Context: an optimization exercise on an open-source flow, tuned for small area, a short achievable clock period and few clock cycles. The choices shown serve that exercise and are no tape-out recipe. No run shown here included a check of the RTL's function; only the layout flow was run. No activity file was given, so power comes from the tool's default toggle rates.

==> design.v <==
module chillhub_rx (
    input  wire        clk,
    input  wire        rst,
    input  wire        in_valid,
    output wire        in_ready,
    input  wire [1:0]  in_op,       
    input  wire [7:0]  in_data,     
    input  wire [1:0]  in_class,    
    input  wire [15:0] in_cb,       
    output reg         ev_valid,
    output reg  [1:0]  ev_type,     
    output reg  [15:0] ev_cb,
    output wire [1:0]  ev_class,
    output wire [7:0]  ev_symbol,
    output wire [2:0]  ev_kind,
    output wire [7:0]  ev_len,
    output reg  [7:0]  ev_data,
    output reg  [2:0]  ev_code
);
    localparam SLOTS  = 10;
    localparam [7:0] STX = 8'hFF;
    localparam [7:0] ESC = 8'hFE;
    localparam [1:0] C_FRIDGE = 2'd0, C_ALARM = 2'd1, C_TIME = 2'd2, C_CLOUD = 2'd3;
    localparam [2:0] K_U8 = 3'd0, K_BOOL = 3'd1, K_U16 = 3'd2, K_U32 = 3'd3,
                     K_STRING = 3'd4, K_TIME4 = 3'd5;
    localparam [2:0] DG_CHECKSUM = 3'd2, DG_UNKNOWN = 3'd3, DG_FULL = 3'd4;
    localparam [1:0] OP_BYTE = 2'd0, OP_REG = 2'd1, OP_REMOVE = 2'd2;
    localparam [1:0] S_STX = 2'd0, S_LEN = 2'd1, S_PKT = 2'd2;
    integer i;
    reg        q_v;
    reg [1:0]  q_op;
    reg [7:0]  q_d;
    reg [1:0]  q_c;
    reg [15:0] q_cb;
    reg [1:0]  rx;
    reg        esc;
    reg [5:0]  k;             
    reg [5:0]  rem;           
    reg [13:0] sum;           
    reg        hi_ok;         
    reg [7:0]  pbuf [3:61];   
    reg        m_alarm;       
    reg        m_time;        
    reg [1:0]  m_cls;
    reg [7:0]  m_sym;
    reg [2:0]  m_kind;
    reg        m_dt_bad;      
    reg [2:0]  m_need;        
    reg [5:0]  rd;
    reg [5:0]  left;
    reg        busy;          
    reg              slot_used [0:SLOTS-1];
    reg [7:0]        slot_sym  [0:SLOTS-1];
    reg [1:0]        slot_cls  [0:SLOTS-1];
    reg [15:0]       slot_cb   [0:SLOTS-1];
    reg [SLOTS-1:0]  mhit;        
    reg              tbl_chg;     
    reg full;
    always @(*) begin
        full = 1'b1;
        for (i = 0; i < SLOTS; i = i + 1)
            full = full & slot_used[i];
    end
    wire fin_state = (rx == S_PKT) && (rem == 6'd0);
    wire stall = ((q_op == OP_BYTE) && fin_state && (busy || tbl_chg)) ||
                 ((q_op == OP_REG) && full && busy);
    wire go = q_v && !stall;
    assign in_ready = !q_v || !stall;
    always @(posedge clk) begin
        if (rst)
            q_v <= 1'b0;
        else if (in_ready)
            q_v <= in_valid;
        if (in_ready) begin
            q_op <= in_op;
            q_d  <= in_data;
            q_c  <= in_class;
            q_cb <= in_cb;
        end
    end
    reg [SLOTS-1:0] hit;          
    reg [SLOTS-1:0] mhit_n;       
    reg [SLOTS-1:0] first_free;
    reg             any_hit;
    reg             seen_free;
    reg             any_mhit;
    reg [15:0]      hit_cb;
    always @(*) begin
        any_hit   = 1'b0;
        any_mhit  = 1'b0;
        seen_free = 1'b0;
        hit_cb    = 16'd0;
        for (i = 0; i < SLOTS; i = i + 1) begin
            hit[i]        = slot_used[i] && slot_sym[i] == q_d && slot_cls[i] == q_c;
            mhit_n[i]     = slot_used[i] && slot_sym[i] == m_sym && slot_cls[i] == m_cls;
            any_hit       = any_hit | hit[i];
            any_mhit      = any_mhit | mhit[i];
            hit_cb        = hit_cb | (slot_cb[i] & {16{mhit[i]}});
            first_free[i] = !slot_used[i] && !seen_free;
            seen_free     = seen_free | !slot_used[i];
        end
    end
    wire is_byte  = go && q_op == OP_BYTE;
    wire is_reg   = go && q_op == OP_REG;
    wire is_rem   = go && q_op == OP_REMOVE;
    wire is_esc   = (q_d == ESC) && !esc;
    wire lit      = is_byte && rx != S_STX && !is_esc;
    wire pkt_lit  = lit && rx == S_PKT;
    wire pay_lit  = pkt_lit && rem[5:1] != 5'd0;
    wire fin_lit  = pkt_lit && rem == 6'd0;
    wire [5:0] n = k - 6'd4;
    wire cs_ok = hi_ok && (q_d == sum[7:0]);
    reg       d_drop;
    reg [5:0] d_len;
    always @(*) begin
        d_len  = {3'd0, m_need};
        if (k < 6'd4)
            d_drop = 1'b1;
        else if (m_alarm)
            d_drop = k < 6'd9;
        else if (m_time)
            d_drop = k < 6'd8;
        else if (m_kind == K_STRING) begin
            d_drop = 1'b0;
            d_len  = n;
        end else
            d_drop = m_dt_bad || (n < {3'd0, m_need});
    end
    wire dispatch = fin_lit && cs_ok && !d_drop && any_mhit;
    reg [5:0] hdr_len;
    assign ev_class  = m_cls;
    assign ev_symbol = m_sym;
    assign ev_kind   = m_kind;
    assign ev_len    = {2'b00, hdr_len};
    always @(posedge clk) begin
        ev_cb   <= hit_cb;
        hdr_len <= d_len;
        ev_data <= pbuf[rd];
        ev_type <= busy ? 2'd1 : dispatch ? 2'd0 : 2'd2;
        ev_code <= !fin_lit ? DG_FULL : cs_ok ? DG_UNKNOWN : DG_CHECKSUM;
        mhit    <= mhit_n;
        tbl_chg <= is_reg || is_rem;
    end
    always @(posedge clk) begin
        if (rst) begin
            rx       <= S_STX;
            esc      <= 1'b0;
            ev_valid <= 1'b0;
            busy     <= 1'b0;
            for (i = 0; i < SLOTS; i = i + 1)
                slot_used[i] <= 1'b0;
        end else begin
            ev_valid <= busy || (is_reg && full && !any_hit) ||
                        (fin_lit && !(cs_ok && !d_drop && !any_mhit));
            if (busy) begin
                rd   <= rd + 6'd1;
                left <= left - 6'd1;
                busy <= (left != 6'd1);
            end
            for (i = 0; i < SLOTS; i = i + 1) begin
                if (is_reg && first_free[i]) begin
                    slot_sym[i] <= q_d;
                    slot_cls[i] <= q_c;
                    if (!any_hit)
                        slot_used[i] <= 1'b1;
                end
                if (is_reg && (hit[i] || first_free[i]))
                    slot_cb[i] <= q_cb;
                if (is_rem && hit[i])
                    slot_used[i] <= 1'b0;
                if (dispatch && m_time && mhit[i])
                    slot_used[i] <= 1'b0;
            end
            if (is_byte) begin
                if (rx == S_STX) begin
                    if (q_d == STX) begin
                        rx  <= S_LEN;
                        esc <= 1'b0;
                    end
                end else if (is_esc) begin
                    esc <= 1'b1;
                end else begin
                    esc <= 1'b0;
                end
            end
            if (lit && rx == S_LEN) begin
                k    <= 6'd0;
                rem  <= q_d[5:0] + 6'd1;
                sum  <= 14'd42;
                if (q_d > 8'd62)
                    rx <= S_STX;
                else
                    rx <= S_PKT;
            end
            if (pkt_lit) begin
                k   <= k + 6'd1;
                rem <= rem - 6'd1;
                if (rem == 6'd1)
                    hi_ok <= (q_d == {2'b00, sum[13:8]});
            end
            if (pay_lit) begin
                sum <= sum + {6'd0, q_d};
                if (k == 6'd1) begin
                    m_alarm <= (q_d == 8'h05);
                    m_time  <= (q_d == 8'h07);
                    m_cls   <= (q_d == 8'h05) ? C_ALARM :
                               (q_d == 8'h07) ? C_TIME  :
                               (q_d <= 8'h4F) ? C_FRIDGE : C_CLOUD;
                    m_sym   <= (q_d == 8'h07) ? 8'h00 : q_d;
                end
                if (k == 6'd2) begin
                    m_dt_bad <= 1'b0;
                    case (q_d)
                        8'h03:   begin m_kind <= K_U8;     m_need <= 3'd1; end
                        8'h09:   begin m_kind <= K_BOOL;   m_need <= 3'd1; end
                        8'h05:   begin m_kind <= K_U16;    m_need <= 3'd2; end
                        8'h07:   begin m_kind <= K_U32;    m_need <= 3'd4; end
                        8'h02:   begin m_kind <= K_STRING; m_need <= 3'd0; end
                        default: begin m_kind <= K_U8;     m_need <= 3'd1; m_dt_bad <= 1'b1; end
                    endcase
                    if (m_alarm || m_time) begin
                        m_kind <= K_TIME4;
                        m_need <= 3'd4;
                    end
                end
                if (k == 6'd3 && m_alarm)
                    m_sym <= q_d;
                if (k >= 6'd3)
                    pbuf[k] <= q_d;
            end
            if (fin_lit) begin
                rx <= S_STX;
                if (dispatch) begin
                    left <= d_len;
                    busy <= (d_len != 6'd0);
                    rd   <= m_alarm ? 6'd4 : 6'd3;
                end
            end
        end
    end
endmodule
==> run.sh <==
#!/bin/bash
# synth_recipe.tcl (not shown) runs the flow's synth.tcl, then flattens the netlist and writes it again
# the make line also repeats each setting of config.mk as NAME=value (left out here)
make -C /OpenROAD-flow-scripts/flow DESIGN_CONFIG=/design/flow/config.mk WORK_HOME=/design/flow/orfs CLKGATE_MAP_FILE= SYNTH_SCRIPT=/design/flow/synth_recipe.tcl finish
==> config.mk <==
export PLATFORM = sky130hd
export DESIGN_NAME = chillhub_rx
export DESIGN_NICKNAME = chillhub_rx
export VERILOG_FILES = /design/flow/design.v
export SDC_FILE = /design/flow/constraint.sdc
export NUM_CORES = 4
export LEC_CHECK = 0
export CAP_MARGIN = 20
export CORE_MARGIN = 2
export CORE_UTILIZATION = 40
export PLACE_DENSITY = 0.6
export SLEW_MARGIN = 20
==> constraint.sdc <==
create_clock -name core_clock -period 5.0 [get_ports {clk}]
set_input_delay 1.0000 -clock core_clock [delete_from_list [all_inputs] [get_ports {clk}]]
set_output_delay 1.0000 -clock core_clock [all_outputs]
set_load 0.01 [all_outputs]
==> results of run 1 <==
## cell families (layout without fill, tap and decap cells)
| logic type | count (synthesis) | count (layout) |
|---|---|---|
| AO/OA/AOI/OAI | 174 | 174 |
| XOR/XNOR | 240 | 240 |
| adder cells (fa/ha/maj) | 27 | 27 |
| buffers and inverters | 154 | 333 |
| flip-flops | 880 | 880 |
| multiplexers | 165 | 165 |
| other | 1 | 2 |
| AND/OR/NAND/NOR | 436 | 436 |
## flip-flops by register name, summed over array words and instances (netlist names), 3 cells and up
register   cells
pbuf         472
slot_cb      160
slot_sym      80
slot_cls      20
ev_cb         16
q_cb          16
sum           14
mhit          10
slot_used     10
ev_data        8
m_sym          8
q_d            8
hdr_len        6
k              6
left           6
rd             6
rem            6
ev_code        3
m_kind         3
m_need         3
## report_power, final
group          switching (mW)  internal (mW)  total [mW]
Clock                    2.80           4.11        6.91
Combinational           0.333          0.246       0.578
Sequential             0.0452           8.07        8.11
Total                    3.18           12.4        15.6
## final timing paths
check                                to                 startpoint  depth (start not counted)  slack (ns)
setup / recovery               in_ready  slot_used[0]$_SDFFE_PP0P_                          6        0.93
hold / removal         ev_cb[7]$_DFF_P_    slot_cb[7][7]$_DFFE_PP_                          2        0.48
setup reg to reg  pbuf[11][4]$_DFFE_PP_           rem[0]$_DFFE_PP_                          9        1.17
hold reg to reg        ev_cb[7]$_DFF_P_    slot_cb[7][7]$_DFFE_PP_                          2        0.48
## through the flow
step	setup slack (ns)	total power [mW]	std cells
2_1_floorplan	0.672	8.62	2078
3_3_place_gp	1.25	8.84	3266
3_5_place_dp	1.14	8.85	3266
4_1_cts	0.920	15.7	3433
5_1_grt	0.747	16.0	3433
6_report	0.931	15.6	3433
## layout make-up
cell class / instances / area, µm²
multi-input combinational: 1044 / 9630
inverter: 31 / 116
fill: 7547 / 48400
clock buffer: 124 / 2630
sequential: 880 / 25800
timing repair buffer: 135 / 1260
tap: 1176 / 1470
clock inverter: 43 / 463
## Yosys cell counts, types with 9 or more instances
| cell | instances |
|---|---|
| ha_1 | 26 |
| o21ai_0 | 17 |
| clkbuf_1 | 61 |
| a22oi_1 | 48 |
| nor3_1 | 41 |
| dfxtp_1 | 62 |
| nor2_1 | 138 |
| buf_2 | 28 |
| mux4_2 | 152 |
| nand3_1 | 46 |
| nand2_1 | 50 |
| a21oi_1 | 29 |
| a22o_1 | 17 |
| buf_1 | 18 |
| nand4_1 | 94 |
| xor2_1 | 14 |
| a221oi_1 | 16 |
| buf_4 | 11 |
| inv_1 | 31 |
| xnor2_1 | 226 |
| nor2b_1 | 9 |
| edfxtp_1 | 818 |
## critical path, stage by stage, from the launching register on
cell             delay (ns)
dfxtp_1                0.58
and3_1                 0.44
nand3_4                0.18
o31ai_1                0.26
nand2_1                0.07
buf_4                  0.29
clkdlybuf4s50_1        0.56
## metal layers
layer | vias to the layer above | GRT usage, % | share of wire [%]
met4 | 0 | 5.35 | 2.5
li1 | 8386 | - | -
met5 | - | 0 | 0
met1 | 10000 | 26.4 | 43
met2 | 713 | 31.4 | 49
met3 | 156 | 3.15 | 5.7
==> run_results.csv, run 1 <==
group,metric,value,unit
grt,grt-ovfl-total,0,
timing,rsz0062_at_grt,"false",
clocking,numCtsBuffers,92,
timing,clock.fmax,0.246,GHz
clocking,cts_hold_buf,0,
worst_setup_path,crit_type,"flop to output port",
clocking,post-cts-setup-buffers,0,
worst_setup_path,cp-end-kind,"output port",
floorplanning,die_y,304,µm
floorplanning,dieWidth,304,µm
yosys,synth_compound_area_share,3.75,%
grt,antenna_found_initial,1,
routing,drt-wirelength-per-cell,25.9,µm
layout,syn_to_final_growth,14.7,%
clocking,root_buffer,"clkbuf_16",
grt,first_global_vias,19700,
yosys,synth_fa_ha_area_share,0.957,%
timing,worst_slew_pin_slew,1.16,ns
routing,vias,19300,
worst_setup_path,cp.arrival,3.07,ns
yosys,synth_edf_count,818,
yosys,synth_area_per_cell,17.4,µm²
timing,fin_worst_skew,0.0281,ns
clocking,cts_tree,"yes",
job,max_cap_viol_count,0,
yosys,synth.largest_area_cell,"edfxtp_1",
clocking,clk_latency,0.65,ns
clocking,clk_pin_slew_worst_paths,0.06,ns
placement,io_buffers,80,
timing,setup_viol,0,
timing,max_slew_margin,22.4,%
yosys,seq_area_frac_synth,71.5,%
placement,globalplace.congestion,0.828,
floorplanning,initial_core_util,40.2,%
layout,final_area,41400,µm²
yosys,synthCells,2077,
yosys,synth_warnings,5,
clocking,cts_resized,0,
routing,viasPerCell,5.61,
clocking,cts_buffer_depth,3,
yosys,synth_ff_type,"edfxtp_1",
yosys,ys_ff_latch,880,
yosys,synth_area_leaders,"edfxtp_1 68%, mux4_2 9.5%, xnor2_1 5.5%",
timing,post-route-min-period,4.07,ns
timing,drv_slew,0,
routing,firstDrtPassIters,5,
yosys,synth.distinct_cells,71,
timing,period_share,81.4,%
layout,layout.nets,2242,
layout,utilization,46.1,%
yosys,synth_top_area_share,68.1,%
routing,first_iter_violations,1974,
grt,track_usage,19.1,%
placement,hpwl,55000,µm
floorplanning,dieArea,92600,µm²
timing,whs,0.480,ns
hold_path,hold_path.class,"flop to flop",
timing,setup_tns,0,ns
yosys,synth_xor_area_share,5.83,%
worst_setup_path,crit_required,4.00,ns
grt,grt_max_degree,79,
yosys,netlist_area,36100,µm²
floorplanning,rows,110,
routing,drc_errors,0,
layout,layout-drive-gt1-share,17.1,%
layout,final_common_cell,"edfxtp_1",
routing,drt.antenna.violating_nets,0,
grt,grt_pass1_wl,132000,µm
layout,n_antenna_cell,0,
power,p_leak,12.7,nW
status,status,"complete, no violations",
yosys,synthSimpleGateAreaFrac,6.16,%
yosys,synthMuxAreaShare,9.88,%
power,peakVddDrop,280,µV
yosys,synth_top_family_by_area,"multiplexers",
worst_setup_path,worst_setup_path_start_kind,"flop",
placement,post_dp_cell_area,38300,µm²
power,p_per_area,377,nW/µm²
worst_setup_path,cp_max_fo,30,
clocking,h-tree-depth,3,
timing,final_hold_viol_count,0,
floorplanning,core,89700,µm²
yosys,synth-async-reset-ratio,0,%
routing,finalWirelength,88800,µm
floorplanning,io-pin-count,83,
layout,most-common-layout-cells,"818 x edfxtp_1, 226 x xnor2_1, 152 x mux4_2, 138 x nor2_1, 96 x clkbuf_16",
clocking,clkSinkCount,880,
==> run 2: changes to the inputs <==
--- a/config.mk
+++ b/config.mk
@@ -11,2 +11,3 @@
 export PLACE_DENSITY = 0.6
+export SETUP_SLACK_MARGIN = 2.3
 export SLEW_MARGIN = 20
==> run_results.csv, run 2 <==
group,metric,value,unit
clocking,cts_tree,"yes",
yosys,synth-async-reset-ratio,0,%
layout,most-common-layout-cells,"818 x edfxtp_1, 225 x xnor2_1, 152 x mux4_2, 96 x clkbuf_16, 94 x nand4_1",
floorplanning,dieArea,92600,µm²
status,status,"complete, no violations",
timing,whs,0.479,ns
routing,viasPerCell,5.65,
floorplanning,rows,110,
job,max_cap_viol_count,0,
worst_setup_path,crit_required,4.00,ns
floorplanning,io-pin-count,83,
layout,layout.nets,2387,
placement,hpwl,55100,µm
routing,first_iter_violations,2141,
layout,top_register,"pbuf",
yosys,synth_top_area_share,68.1,%
yosys,netlist_area,36100,µm²
layout,n_antenna_cell,0,
routing,drt.antenna.violating_nets,0,
hold_path,hold_path.class,"flop to flop",
yosys,synth_area_leaders,"edfxtp_1 68%, mux4_2 9.5%, xnor2_1 5.5%",
grt,grt_pass1_wl,139000,µm
layout,final_area,44800,µm²
placement,io_buffers,80,
yosys,synth.distinct_cells,71,
routing,drc_errors,0,
clocking,h-tree-depth,3,
power,p_leak,14.0,nW
grt,grt_max_degree,68,
yosys,synth_ff_type,"edfxtp_1",
floorplanning,die_y,304,µm
clocking,clk_pin_slew_worst_paths,0.07,ns
worst_setup_path,crit_type,"flop to output port",
placement,post_dp_cell_area,38700,µm²
yosys,synth_edf_count,818,
floorplanning,initial_core_util,40.2,%
yosys,ys_ff_latch,880,
yosys,yosys.cell_count.top_type,"edfxtp_1",
yosys,synth_area_per_cell,17.4,µm²
layout,layout-drive-gt1-share,28.2,%
timing,fin_worst_skew,0.0273,ns
layout,final_common_cell,"edfxtp_1",
timing,worst_slew_pin_slew,1.17,ns
power,total_power,15.8,mW
clocking,cts_hold_buf,0,
layout,largest_reg_flops,472,
timing,final_hold_viol_count,0,
clocking,clkSinkCount,880,
timing,max_slew_margin,22.2,%
floorplanning,core,89700,µm²
grt,grt-ovfl-total,0,
worst_setup_path,cp_max_fo,16,
clocking,clk_latency,0.66,ns
worst_setup_path,cp-end-kind,"output port",
yosys,synthCells,2077,
floorplanning,dieWidth,304,µm
timing,rsz0062_at_grt,"true",
timing,period_share,63.1,%
timing,setup_tns,0,ns
clocking,cts_buffer_depth,3,
yosys,synth.largest_area_cell,"edfxtp_1",
yosys,seq_area_frac_synth,71.5,%
routing,drt-wirelength-per-cell,27.1,µm
timing,clock.fmax,0.317,GHz
yosys,synth_warnings,5,
routing,vias,20200,
layout,fill_cells,7192,
routing,firstDrtPassIters,7,
placement,globalplace.congestion,0.847,
grt,antenna_found_initial,0,
clocking,root_buffer,"clkbuf_16",
grt,first_global_vias,20300,
worst_setup_path,worst_setup_path_start_kind,"flop",
worst_setup_path,cp.arrival,2.15,ns
timing,setup_viol,0,
grt,track_usage,20.4,%
layout,syn_to_final_growth,24.2,%
yosys,yosys-top-cells-count,"818 x edfxtp_1, 226 x xnor2_1, 152 x mux4_2",
timing,drv_slew,0,
timing,post-route-min-period,3.15,ns
clocking,numCtsBuffers,91,
routing,finalWirelength,97100,µm
power,peakVddDrop,347,µV
power,p_per_area,353,nW/µm²
layout,largestRegisters,"pbuf x472, slot_cb x160, slot_sym x80",
-- run 2: cell count changes in the layout (fill, tap and decap cells not counted), sizes merged, moves of 3 or more --
cell | before | now
bufinv | 8 | 12
clkdlybuf4s50 | 80 | 77
clkinv | 24 | 33
clkinvlp | 7 | 1
bufbuf | 0 | 8
buf | 55 | 188
-- run 2: final timing paths --
| kind | cells after the start | slack (ns) | end | start |
|---|---|---|---|---|
| hold / removal | 2 | 0.48 | ev_cb[9]$_DFF_P_ | slot_cb[7][9]$_DFFE_PP_ |
| setup reg to reg | 10 | 1.97 | pbuf[33][2]$_DFFE_PP_ | q_d[7]$_DFFE_PP_ |
| setup / recovery | 5 | 1.85 | in_ready | busy$_SDFF_PP0_ |
| hold reg to reg | 2 | 0.48 | ev_cb[9]$_DFF_P_ | slot_cb[7][9]$_DFFE_PP_ |
-- run 2: cells by family (layout without fill, tap and decap cells) --
| logic type | Yosys count | count (layout) | synth area share [%] |
|---|---|---|---|
| adders and majority gates | 27 | 27 | 0.957 |
| other | 1 | 2 | 0.0104 |
| buffers and inverters | 154 | 481 | 1.90 |
| DFF | 880 | 880 | 71.5 |
| AOI/OAI and AO/OA | 174 | 174 | 3.75 |
| muxes | 165 | 165 | 9.88 |
| xor gates and xnor gates | 240 | 240 | 5.83 |
| and+or+nand+nor | 436 | 438 | 6.16 |
-- run 2: per-layer routing --
layer	vias to the layer above	routed length, µm	GRT usage, %
li1	8718	-	-
met1	10500	39500	27.7
met2	822	48300	34.3
met3	161	6570	3.09
met4	0	2730	6.02
met5	-	0	0
-- run 2: layout make-up --
class,instances,area (µm²),area share (%)
multi-input combinational,1046,10700,24.0
clock inverter,49,622,1.39
inverter,31,119,0.265
sequential,880,25800,57.6
clock buffer,122,2470,5.52
tap,1176,1470,3.28
timing repair buffer,279,3570,7.96
-- run 2: timing repair --
item | in CTS | in global routing
buffers inserted | 96 | 42
resized for setup | 188 | 65
endpoints found under the setup margin | 831 | 717
pin swaps | 55 | 38
gates cloned | 13 | 5
-- run 2: stage by stage --
stage / setup slack, ns / instances / util [%]
final: 1.85 / 3583 / 49.9
after global routing: 1.80 / 3583 / 49.9
after CTS: 1.54 / 3536 / 49.1
after detailed placement: 1.21 / 3256 / 43.1
after global placement: 1.30 / 3256 / 43.1
after floorplan: 1.21 / 2078 / -
-- run 2: power by group --
group / total [mW] / switching [mW] / internal [mW]
clock: 6.98 / 2.85 / 4.13
combinational: 0.726 / 0.393 / 0.333
sequential: 8.10 / 0.0365 / 8.07
-- run 2: critical path, cell delays in order (launching register included) --
cell and delay (ns):
dfxtp_1 0.42, buf_8 0.22, nand4_1 0.21, o31ai_4 0.34, nand2_4 0.14, buf_6 0.16

==> separate check: timing with driven ports <==
No port has a modelled driver above. Below, the same layouts with a new extraction and two added sets of constraints.
Step 1, drivers: a clkbuf_16 drives clk and a buf_2 each remaining input, both assumed.
Step 2 moves the port delays by t, midway between the first and last clock arrival at a register: inputs arrive t later, outputs are due t later. That takes back most of the time a late clock gives input paths.
Slacks: no drivers / after step 1 / after step 2; pairs: no drivers / after step 1.
run	t, ns	slack for setup (ns)	worst setup path after step 2	worst register clock-pin slew, ns	pins driven straight from the clock port
run 1	0.699	0.931 / 0.867 / 1.140	input to register	0.07 / 0.07	1
run 2	0.710	1.846 / 1.780 / 1.876	input to register	0.07 / 0.07	1
After both steps setup and hold are still met in every run listed.
